Source: an optimization exercise on an open RTL-to-GDS flow (aim: small area, a short achievable clock period and few clock cycles). Production flows keep margins and buffers that such runs may drop.
The RTL was checked by simulation tests, not by an equivalence proof against the original design.
Power and IR drop assume default switching activity.

===== config.mk =====
export PLATFORM = sky130hd
export DESIGN_NAME = mmu_pagewalker
export DESIGN_NICKNAME = mmu_pagewalker
export VERILOG_FILES = /design/flow/design.v
export SDC_FILE = /design/flow/constraint.sdc
export NUM_CORES = 4
export LEC_CHECK = 0
export CAP_MARGIN = 20
export CORE_MARGIN = 2
export CORE_UTILIZATION = 65
export CTS_CLUSTER_DIAMETER = 150
export CTS_CLUSTER_SIZE = 25
export PLACE_DENSITY = 0.65
export SETUP_SLACK_MARGIN = 5
export SLEW_MARGIN = 20
export TNS_END_PERCENT = 0

===== design.v =====
module mmu_pagewalker (
    input  wire        clk,
    input  wire        rst,
    input  wire        req_valid,
    output reg         req_ready,
    input  wire [1:0]  req_cmd,
    input  wire [15:0] req_wdata,
    input  wire [31:0] req_va,
    input  wire        req_user,
    input  wire        req_write,
    input  wire        req_fetch,
    input  wire        req_suppress,
    input  wire [3:0]  req_atype,
    output reg         rsp_valid,
    output reg  [1:0]  rsp_kind,
    output reg  [31:0] rsp_data,
    output reg         mem_valid,
    output reg         mem_we,
    output reg  [31:0] mem_addr,
    output wire [15:0] mem_wdata,
    input  wire        mem_ready,
    input  wire [31:0] mem_rdata
);
    localparam [1:0] CMD_WRITE  = 2'd0;
    localparam [1:0] CMD_STATUS = 2'd1;
    localparam [1:0] CMD_RESULT = 2'd2;
    localparam [1:0] CMD_XLATE  = 2'd3;
    localparam [1:0] KIND_COMPLETE = 2'd0;
    localparam [1:0] KIND_ABORT    = 2'd1;
    localparam [1:0] KIND_CANCEL   = 2'd2;
    localparam [15:0] ID_BYTE = 16'h001E;
    localparam [3:0] SEL_BPR0 = 4'd0;
    localparam [3:0] SEL_BPR1 = 4'd1;
    localparam [3:0] SEL_PF0  = 4'd4;
    localparam [3:0] SEL_PF1  = 4'd5;
    localparam [3:0] SEL_SC   = 4'd8;
    localparam [3:0] SEL_MSR  = 4'd10;
    localparam [3:0] SEL_BCNT = 4'd11;
    localparam [3:0] SEL_PTB0 = 4'd12;
    localparam [3:0] SEL_PTB1 = 4'd13;
    localparam [3:0] SEL_EIA  = 4'd15;
    localparam [2:0] PE_IDLE      = 3'd0;
    localparam [2:0] PE_AW_OPWORD = 3'd1;
    localparam [2:0] PE_AW_OPNDS  = 3'd2;
    localparam [2:0] PE_VAL_READ  = 3'd3;
    localparam [2:0] PE_VAL_WRITE = 3'd4;
    localparam [2:0] PE_STATUS    = 3'd5;
    localparam [2:0] PE_RESULT    = 3'd6;
    reg [3:0]  bpr0_h, bpr1_h;       
    reg [23:0] bpr0_l, bpr1_l;       
    reg [23:0] pf0, pf1, bcnt;
    reg [31:0] sc;
    reg        msr_te, msr_ed;
    reg [2:0]  msr_tet, msr_est;
    reg [9:0]  msr_hi;               
    reg        ptb0_h, ptb1_h;       
    reg [13:0] ptb0_l, ptb1_l;       
    reg        eia_h;                
    reg [23:0] eia_l;                
    reg        bpr0_v, bpr1_v, pf0_v, pf1_v, bcnt_v;
    wire msr_tu = msr_hi[0];
    wire msr_ts = msr_hi[1];
    wire msr_ds = msr_hi[2];
    wire msr_ao = msr_hi[3];
    wire msr_ft = msr_hi[7];
    reg [2:0]  pe;
    reg [1:0]  subop;       
    reg [3:0]  quick;
    reg        two;         
    reg        half;        
    reg        hasres;      
    reg        snap;        
    reg        arm;         
    reg        pend;        
    reg        tr_p;        
    reg        tr9_p;       
    reg        fault;       
    reg [31:0] opv;         
    reg        lvl;         
    reg        t_w, t_asel, t_sup;
    reg [2:0]  t_pm;        
    reg [2:0]  t_est;
    reg        tb16;        
    reg [15:0] wd;          
    wire idle = req_ready;                  
    wire [23:0] t_va = rsp_data[23:0];
    assign mem_wdata = {wd[15:6], 1'b1, wd[4:0]};
    reg [31:0] reg_rd;
    always @(*) begin
        case (quick)
            SEL_BPR0: reg_rd = bpr0_v ? {bpr0_h, 4'd0, bpr0_l} : 32'd0;
            SEL_BPR1: reg_rd = bpr1_v ? {bpr1_h, 4'd0, bpr1_l} : 32'd0;
            SEL_PF0:  reg_rd = pf0_v ? {8'd0, pf0} : 32'd0;
            SEL_PF1:  reg_rd = pf1_v ? {8'd0, pf1} : 32'd0;
            SEL_SC:   reg_rd = sc;
            SEL_MSR:  reg_rd = {7'd0, msr_hi, 3'd0, msr_est, 1'b0, msr_ed,
                                1'b0, msr_tet, 2'd0, msr_te};
            SEL_BCNT: reg_rd = bcnt_v ? {8'd0, bcnt} : 32'd0;
            SEL_PTB0: reg_rd = {ptb0_h, 7'd0, ptb0_l, 10'd0};
            SEL_PTB1: reg_rd = {ptb1_h, 7'd0, ptb1_l, 10'd0};
            SEL_EIA:  reg_rd = {eia_h, 7'd0, eia_l};
            default:  reg_rd = 32'd0;
        endcase
    end
    wire        req_go  = req_valid && idle;
    wire        wr_now  = req_go && (req_cmd == CMD_WRITE);
    wire        rs_now  = req_go && (req_cmd == CMD_STATUS);
    wire        rr_now  = req_go && (req_cmd == CMD_RESULT);
    wire        tx_now  = req_go && (req_cmd == CMD_XLATE);
    wire [15:0] new_opword = {req_wdata[7:0], req_wdata[15:8]};
    wire [1:0]  new_size   = new_opword[1:0];
    wire [3:0]  new_subop  = new_opword[5:2];
    wire [3:0]  new_quick  = new_opword[10:7];
    wire [31:0] operand  = two ? {req_wdata, opv[15:0]} : {16'd0, req_wdata};
    wire        lmr_now  = wr_now && arm;
    wire        late_sel = (quick != SEL_PTB0) && (quick != SEL_PTB1);
    wire        pe_vc  = (pe == PE_VAL_READ) || (pe == PE_VAL_WRITE);
    wire        x_on   = req_user ? msr_tu : msr_ts;
    wire        x_w    = req_write || (pe == PE_VAL_WRITE);
    wire        x_wl   = x_w || (req_atype == 4'd11);
    wire        x_hi   = req_user && !msr_ao;          
    wire        x_asel = req_user && msr_ds;
    wire [15:0] status_word = {10'd0, fault && (pe == PE_STATUS), 5'd0};
    wire [15:0] result_word = (pe == PE_RESULT) ? (half ? opv[31:16] : opv[15:0]) : 16'd0;
    wire        rd_done = mem_valid && mem_ready && !mem_we;
    wire        wb_done = mem_valid && mem_ready && mem_we;
    reg         e_prot;
    always @(*) begin
        case (mem_rdata[2:1])
            2'd0:    e_prot = t_pm[0];
            2'd1:    e_prot = t_pm[1];
            2'd2:    e_prot = t_pm[2];
            default: e_prot = 1'b0;
        endcase
    end
    wire        e_inv  = !mem_rdata[0];
    wire        e_bad  = e_prot || e_inv;
    wire        l1_wb  = !t_sup && !mem_rdata[5];
    wire        l2_wb  = !t_sup && (!mem_rdata[5] || (t_w && !mem_rdata[6]));
    wire        e_rec  = !t_sup && !pe_vc;            
    always @(posedge clk) begin
        if (rst) begin
            bpr0_v <= 1'b0;  bpr1_v <= 1'b0;
            pf0_v  <= 1'b0;  pf1_v  <= 1'b0;
            bcnt_v <= 1'b0;
            sc     <= 32'd0;
            msr_te <= 1'b0;  msr_tet <= 3'd0; msr_ed <= 1'b0;
            msr_est <= 3'd0; msr_hi <= 10'd0;
            pe     <= PE_IDLE;
            snap   <= 1'b0;
            arm    <= 1'b0;
            pend   <= 1'b0;
            tr_p   <= 1'b0;
            tr9_p  <= 1'b0;
            fault  <= 1'b0;
            rsp_valid <= 1'b0;
            mem_valid <= 1'b0;
            req_ready <= 1'b1;
        end else begin
            rsp_valid <= 1'b0;
            snap      <= 1'b0;
            pend      <= lmr_now && late_sel;
            tr_p      <= tx_now && req_fetch && msr_ft && (req_atype != 4'd9);
            tr9_p     <= tx_now && req_fetch && msr_ft && (req_atype == 4'd9);
            if (tr9_p) begin
                sc    <= {sc[15:0], 16'd1};
                pf1_v <= pf0_v;
                pf0_v <= 1'b1;
            end
            if (tr_p)
                sc <= sc + 32'd1;
            if (pend) begin
                case (quick)
                SEL_BPR0: bpr0_v <= 1'b1;
                SEL_BPR1: bpr1_v <= 1'b1;
                SEL_PF0:  pf0_v  <= 1'b1;
                SEL_PF1:  pf1_v  <= 1'b1;
                SEL_SC:   sc     <= opv;
                SEL_MSR: begin
                    if (opv[1]) begin
                        msr_te  <= 1'b0;
                        msr_tet <= 3'd0;
                        msr_ed  <= 1'b0;
                        msr_est <= 3'd0;
                    end
                end
                SEL_BCNT: bcnt_v <= 1'b1;
                default: ;
                endcase
            end
            if (wr_now) begin
                rsp_valid <= 1'b1;
                case (pe)
                PE_IDLE: begin
                    if (req_wdata == ID_BYTE)
                        pe <= PE_AW_OPWORD;
                end
                PE_AW_OPWORD: begin
                    arm  <= (new_subop == 4'd2) && !new_size[1];
                    snap <= (new_subop == 4'd3);
                    if (new_subop[3:2] == 2'd0 && new_subop[1:0] != 2'd3)
                        pe <= PE_AW_OPNDS;
                    else
                        pe <= PE_STATUS;
                end
                PE_AW_OPNDS: begin
                    arm <= (subop == 2'd2) && two && !half;
                    if (!two || half) begin
                        case (subop)
                        2'd0:    pe <= PE_VAL_READ;
                        2'd1:    pe <= PE_VAL_WRITE;
                        default: pe <= PE_STATUS;
                        endcase
                    end
                end
                default: ;  
                endcase
            end
            if (lmr_now && quick == SEL_MSR)
                msr_hi <= operand[24:15];
            if (rs_now) begin
                rsp_valid <= 1'b1;
                if (pe == PE_STATUS)
                    pe <= hasres ? PE_RESULT : PE_IDLE;
            end
            if (rr_now) begin
                rsp_valid <= 1'b1;
                if (pe == PE_RESULT && (!two || half))
                    pe <= PE_IDLE;
            end
            if (tx_now) begin
                if (!x_on) begin
                    rsp_valid <= 1'b1;
                    if (pe_vc)
                        pe <= PE_STATUS;
                end else begin
                    mem_valid <= 1'b1;
                    req_ready <= 1'b0;
                end
            end
            if (rd_done) begin
                if (e_bad) begin
                    if (e_rec) begin
                        msr_te  <= 1'b1;
                        msr_tet <= {lvl && e_inv, !lvl && e_inv, e_prot};
                        msr_ed  <= !t_w;
                        msr_est <= t_est;
                    end
                    if (pe_vc && (lvl || mem_rdata[0]))
                        fault <= 1'b1;
                end
                if (e_bad || (lvl && !l2_wb)) begin
                    mem_valid <= 1'b0;
                    req_ready <= 1'b1;
                    rsp_valid <= 1'b1;
                    if (pe_vc)
                        pe <= PE_STATUS;
                end
            end
            if (wb_done && lvl) begin
                mem_valid <= 1'b0;
                req_ready <= 1'b1;
                rsp_valid <= 1'b1;
                if (pe_vc)
                    pe <= PE_STATUS;
            end
        end
    end
    always @(posedge clk) begin
        if (snap)
            opv <= reg_rd;
        else if (idle && pe == PE_AW_OPNDS) begin
            if (!half)
                opv <= {16'd0, req_wdata};
            else
                opv[31:16] <= req_wdata;
        end
        if (tr9_p) begin
            pf1 <= pf0;
            pf0 <= t_va;
        end
        if (pend) begin
            case (quick)
            SEL_BPR0: begin bpr0_h <= opv[31:28]; bpr0_l <= opv[23:0]; end
            SEL_BPR1: begin bpr1_h <= opv[31:28]; bpr1_l <= opv[23:0]; end
            SEL_PF0:  pf0  <= opv[23:0];
            SEL_PF1:  pf1  <= opv[23:0];
            SEL_BCNT: bcnt <= opv[23:0];
            SEL_EIA:  begin eia_h <= opv[31]; eia_l <= opv[23:0]; end
            default: ;
            endcase
        end
        if (idle) begin
            rsp_data <= req_va;
            rsp_kind <= KIND_COMPLETE;
            t_w      <= x_w;
            t_pm     <= {x_hi && x_wl, x_hi, x_hi || x_wl};
            t_asel   <= x_asel;
            t_sup    <= req_suppress;
            t_est    <= req_atype[2:0];
            lvl      <= 1'b0;
            mem_we   <= 1'b0;
            mem_addr <= {7'd0, x_asel ? ptb1_h : ptb0_h, x_asel ? ptb1_l : ptb0_l,
                         req_va[23:16], 2'b00};
        end
        if (wr_now) begin
            case (pe)
            PE_AW_OPWORD: begin
                subop  <= new_subop[1:0];
                quick  <= new_quick;
                two    <= new_size[1];
                half   <= 1'b0;
                hasres <= (new_subop == 4'd3) && !fault;
            end
            PE_AW_OPNDS: half <= 1'b1;
            default: ;
            endcase
        end
        if (lmr_now) begin
            case (quick)
            SEL_PTB0: begin ptb0_h <= operand[31]; ptb0_l <= operand[23:10]; end
            SEL_PTB1: begin ptb1_h <= operand[31]; ptb1_l <= operand[23:10]; end
            default: ;
            endcase
        end
        if (rs_now) begin
            rsp_data[15:0] <= status_word;
            if (pe == PE_STATUS)
                half <= 1'b0;
        end
        if (rr_now) begin
            rsp_data[15:0] <= result_word;
            if (pe == PE_RESULT)
                half <= 1'b1;
        end
        if (mem_valid && !mem_we) begin
            wd <= {mem_rdata[15:7], mem_rdata[6] | (lvl && t_w), mem_rdata[5:0]};
            if (!lvl) begin
                tb16            <= mem_rdata[16];
                rsp_data[31:24] <= {mem_rdata[23:17], mem_rdata[31]};
            end
        end
        if (rd_done) begin
            if (!lvl) begin
                lvl             <= !l1_wb;
                mem_we          <= l1_wb;
                if (!l1_wb)
                    mem_addr <= {7'd0, mem_rdata[31], mem_rdata[23:9], t_va[15:9], 2'b00};
            end else begin
                rsp_data[31:25] <= 7'd0;
                rsp_data[23:16] <= mem_rdata[23:16];
                mem_we          <= l2_wb;
                if (!l2_wb)
                    rsp_data[15:9] <= mem_rdata[15:9];
            end
            if (e_bad) begin
                rsp_kind <= pe_vc ? KIND_CANCEL : KIND_ABORT;
                if (e_rec) begin
                    eia_h <= t_asel;
                    eia_l <= t_va;
                end
            end
        end
        if (wb_done) begin
            mem_we <= 1'b0;
            if (!lvl) begin
                lvl      <= 1'b1;
                mem_addr <= {7'd0, rsp_data[24], rsp_data[31:25], tb16, wd[15:9],
                             t_va[15:9], 2'b00};
            end else begin
                rsp_data[15:9] <= wd[15:9];
            end
        end
    end
endmodule

===== standard.sh =====
#!/bin/bash
# synth_recipe.tcl (not shown) runs the flow's synth.tcl, then flattens the netlist and writes it again
# the make line also repeats each setting of config.mk as NAME=value (left out here)
make -C /OpenROAD-flow-scripts/flow DESIGN_CONFIG=/design/flow/config.mk WORK_HOME=/design/flow/orfs CLKGATE_MAP_FILE= SYNTH_SCRIPT=/design/flow/synth_recipe.tcl "${@:-finish}"

===== flow/run.sh =====
#!/bin/bash
# The standard layout (standard.sh, all steps), with two changes:
# - the ports are buffered with plain buf_1 cells instead of the delay cells
#   buffer_ports picks by default (the resizer upsizes them where needed);
# - clock tree synthesis gets the same arguments as the standard flow builds
#   from config.mk (sink clusters of 25, at most 150 um across), plus
#   -dont_use_dummy_load, so no load-balancing dummy cells are added.
# Make's full output goes to std_flow.log in this folder; the tools' own logs
# are under orfs/logs/.
set -euo pipefail
export BUFFER_PORTS_ARGS="-buffer_cell sky130_fd_sc_hd__buf_1"
export CTS_ARGS="-sink_clustering_enable -repair_clock_nets -sink_clustering_size 25 -sink_clustering_max_diameter 150 -dont_use_dummy_load"
bash standard.sh > std_flow.log 2>&1

===== constraint.sdc =====
create_clock -name core_clock -period 7.0 [get_ports {clk}]
set_input_delay 1.4000 -clock core_clock [delete_from_list [all_inputs] [get_ports {clk}]]
set_output_delay 1.4000 -clock core_clock [all_outputs]
set_load 0.01 [all_outputs]

==> run notes <==
-- cells in the final DEF (no fill, tap or decap), types with 32 or more instances in the layout --
cell type / instances
a21oi_1: 124
a222oi_1: 32
a22o_1: 32
a22oi_1: 44
buf_1: 163
buf_4: 60
dfxtp_1: 180
edfxtp_1: 184
mux2i_1: 135
nand2_1: 123
nand3_1: 69
nor2_1: 155
o21ai_0: 72
-- registers in the layout, indices dropped and copies added, names as in the netlist, 15 cells and up --
register  flops
bcnt         24
bpr0_l       24
bpr1_l       24
eia_l        24
mem_addr     32
opv          32
pf0          24
pf1          24
rsp_data     32
sc           32
wd           15
-- cell type report --
class,instances,area (µm²)
multi-input cells,1099,7110
clock buffers,19,475
inverters,16,63.8
well taps,335,419
fillers,1968,7160
flip-flops and latches,384,9590
repair buffers,235,1170
-- what timing repair did --
action	CTS	global route
buffers inserted	19	20
pin swaps	2	3
setup endpoints to repair	450	472
hold endpoints to repair	0	0
resized for setup	46	12
-- report_power, final --
part / leakage (nW) / internal (mW) / switching (mW) / total (mW)
Clock: 0.234 / 0.489 / 0.689 / 1.18
Sequential: 3.43 / 2.35 / 0.0202 / 2.37
Combinational: 3.16 / 0.0457 / 0.0801 / 0.126
Total: 6.82 / 2.89 / 0.790 / 3.68
-- cell families (layout without fill, tap and decap cells) --
kind of cell               Yosys count  in the layout
DFF                                384            384
adders and majority gates            1              1
xor gates and xnor gates            13             13
muxes                              142            142
buffers and inverters              143            270
AOI/OAI and AO/OA                  423            423
other                                1              1
and+or+nand+nor                    519            519
-- stage by stage --
stage	util, %	setup WS [ps]	instance area (µm²)	hold slack (ps)	total power, mW
finish	72.4	4480	18800	461	3.68
CTS	71.7	4480	18600	463	3.67
floorplan	-	4410	17200	432	2.47
global route	72.4	4440	18800	483	3.76
global placement	68.8	3770	17900	440	2.53
detailed placement	68.8	3730	17900	444	2.54
-- worst min-delay path by stage --
stage	start	slack [ps]	endpoint	cells after the start
6_report	msr_hi[4]	460	msr_hi[4]	2
5_1_grt	msr_hi[4]	480	msr_hi[4]	2
4_1_cts	msr_hi[8]	460	msr_hi[8]	2
3_5_place_dp	mem_addr[25]	440	mem_addr[25]	1
3_3_place_gp	bpr1_v	440	bpr1_v	1
2_1_floorplan	msr_hi[9]	430	msr_hi[9]	2
-- layer usage --
layer / GRT usage (%) / vias up / routed length, µm
met1: 52.9 / 6877 / 20900
li1: - / 6361 / -
met5: 0 / - / 12
met4: 17.5 / 2 / 3060
met2: 58.4 / 898 / 24400
met3: 7.63 / 157 / 6190
==> out/qor.yml <==
sta:
  final-setup-viol-count: 0
  tns_ps: 0
  period_share_pct: 36.0
  hold_viol_final: 0
  fmax_ghz: 0.397
  slew_headroom_pct: 26.6
  period_minus_slack_ps: 2520
  worst_pin_slew_ps: 1100
  maxSlewViolCount: 0
  rsz0062_at_grt: "true"
  skew_ps: 40.7
clock_network:
  clock_latency_ps: 520
  numCtsBuffers: 19
  ctsLongestPathBuffers: 3
  postCtsHoldBufs: 0
  cts.clk_slew.worst_paths_ps: 100
  htreeDepth: 1
  tritoncts: "yes"
  cts_root_buf: "clkbuf_16"
  cts.sinks: 384
detailed_routing:
  drt_iter0_drc: 2172
  ant_nets: 0
  drcViolationCount: 0
  vias: 14300
  avgViaCountPerCell: 6.85
  drtPass1Iterations: 8
  routedWlPerCell_um: 26.1
  wirelength_um: 54600
worst_setup_path:
  critPathTopFamily: "flip-flops"
  crit_path_cell_trace: "buf_1"
  critPathKind: "reg2out"
  rr_startpoint: "snap"
  critPathMaxStageDelay_ps: 440
  critPathArrivalTime_ps: 1120
  endpoint_kind: "output port"
  critPathMaxFanout: 3
  crit_start: "rsp_data[0]"
  reg2reg_slack_ps: 4520
  path_buf_inv: 1
  path_depth: 1
  setup.worst_path.start_class: "register"
  crit_slowest_cell: "edfxtp_1"
  required_ps: 5600
  rr_worst_depth: 4
  crit_end: "rsp_data[0]"
  r2r-end: "opv[6]"
global_routing:
  grtUsageTotal_pct: 38.1
  grt.overflow.total: 0
  grt_pass1_vias: 13100
  grt_max_degree: 68
  grt_pass1_wl_um: 80700
  antenna_found_initial: 1
floorplanning:
  initial_utilization_pct: 66.1
  die_x_um: 167
  dieArea_mm2: 0.0277
  io_pins: 180
  coreArea_mm2: 0.0260
  num_rows: 59
  fp.dieH_um: 167
min_path:
  hp-class: "reg2reg"
logic_synthesis:
  synth.most_common_cell: "dfxtp_1"
  synth_mux_area_share_pct: 8.33
  synthXorXnorAreaFrac_pct: 0.663
  ys_ff_latch: 384
  syn_area_per_cell_um2: 10.6
  syn_nets: 1721
  synth_compound_area_share_pct: 16.7
  netlist_top_cells_count: "200 x dfxtp_1, 184 x edfxtp_1, 160 x nor2_1"
  synth.distinct_cells: 80
  synth_edf_count: 184
  synth_area_mm2: 0.0172
  async_reset_ff_share_pct: 0
  synth_top_family_by_area: "compound AO/OA/AOI/OAI gates"
  synth-main-ff-cell: "dfxtp_1"
  netlist_top_cells_area: "edfxtp_1 32%, dfxtp_1 23%, mux2i_1 7.9%"
  yosys.area_share.simple_pct: 14.8
  synth.top_cell.area_share_pct: 32.2
  synthAdderAreaFrac_pct: 0.0729
  synth_area_leader_cell: "edfxtp_1"
  seq_area_frac_synth_pct: 55.5
  synth_cells: 1626
  yosys_warnings: 1
power_and_ir_drop:
  ir_drop_v: 0.000284
  leakagePower_nw: 6.82
  power.density_mw_per_mm2: 195
layout:
  final_nets: 1850
  drive_gt1_share_pct: 9.24
  fin_cells: 2088
  n_antenna_cell: 0
  area_growth_pct: 9.66
placement:
  gp_congestion: 0.941
  hpwlAfterDp_um: 35700
  portBuffers: 171
  dp.cells: 2030
run:
  maxCapViolCount: 0
run_status:
  status: "timing/DRC/antenna clean"
Testbench counts, summed over its fixed seeds: cycles 43,154.

-- static timing again, ports no longer ideal --
No port has a modelled driver above. Below, the same layout with a new extraction and two added sets of constraints. Step 1 (the two cells are an assumption about what drives the block):
set clk [get_ports {clk}]
set_driving_cell -lib_cell sky130_fd_sc_hd__clkbuf_16 $clk
set_driving_cell -lib_cell sky130_fd_sc_hd__buf_2 [delete_from_list [all_inputs] $clk]
Step 2 times the ports against the registers' clock, not the clock port: input delays grow and output delays shrink by t, the midpoint of the rising clock arrivals with the driver on. Slacks: no drivers / after step 1 / after step 2; pairs: no drivers / after step 1.
t (ns): 0.568
setup WS [ns]: 4.481 / 4.428 / 3.937
worst setup path at the end: input to register
worst slew at a driven data input, ns: 0.05
cell pins on the clock port's net: 1
After both steps setup and hold are still met in this run. For this run, drivers alone change the setup slack by -0.053 ns; drivers and shift together by -0.544 ns.
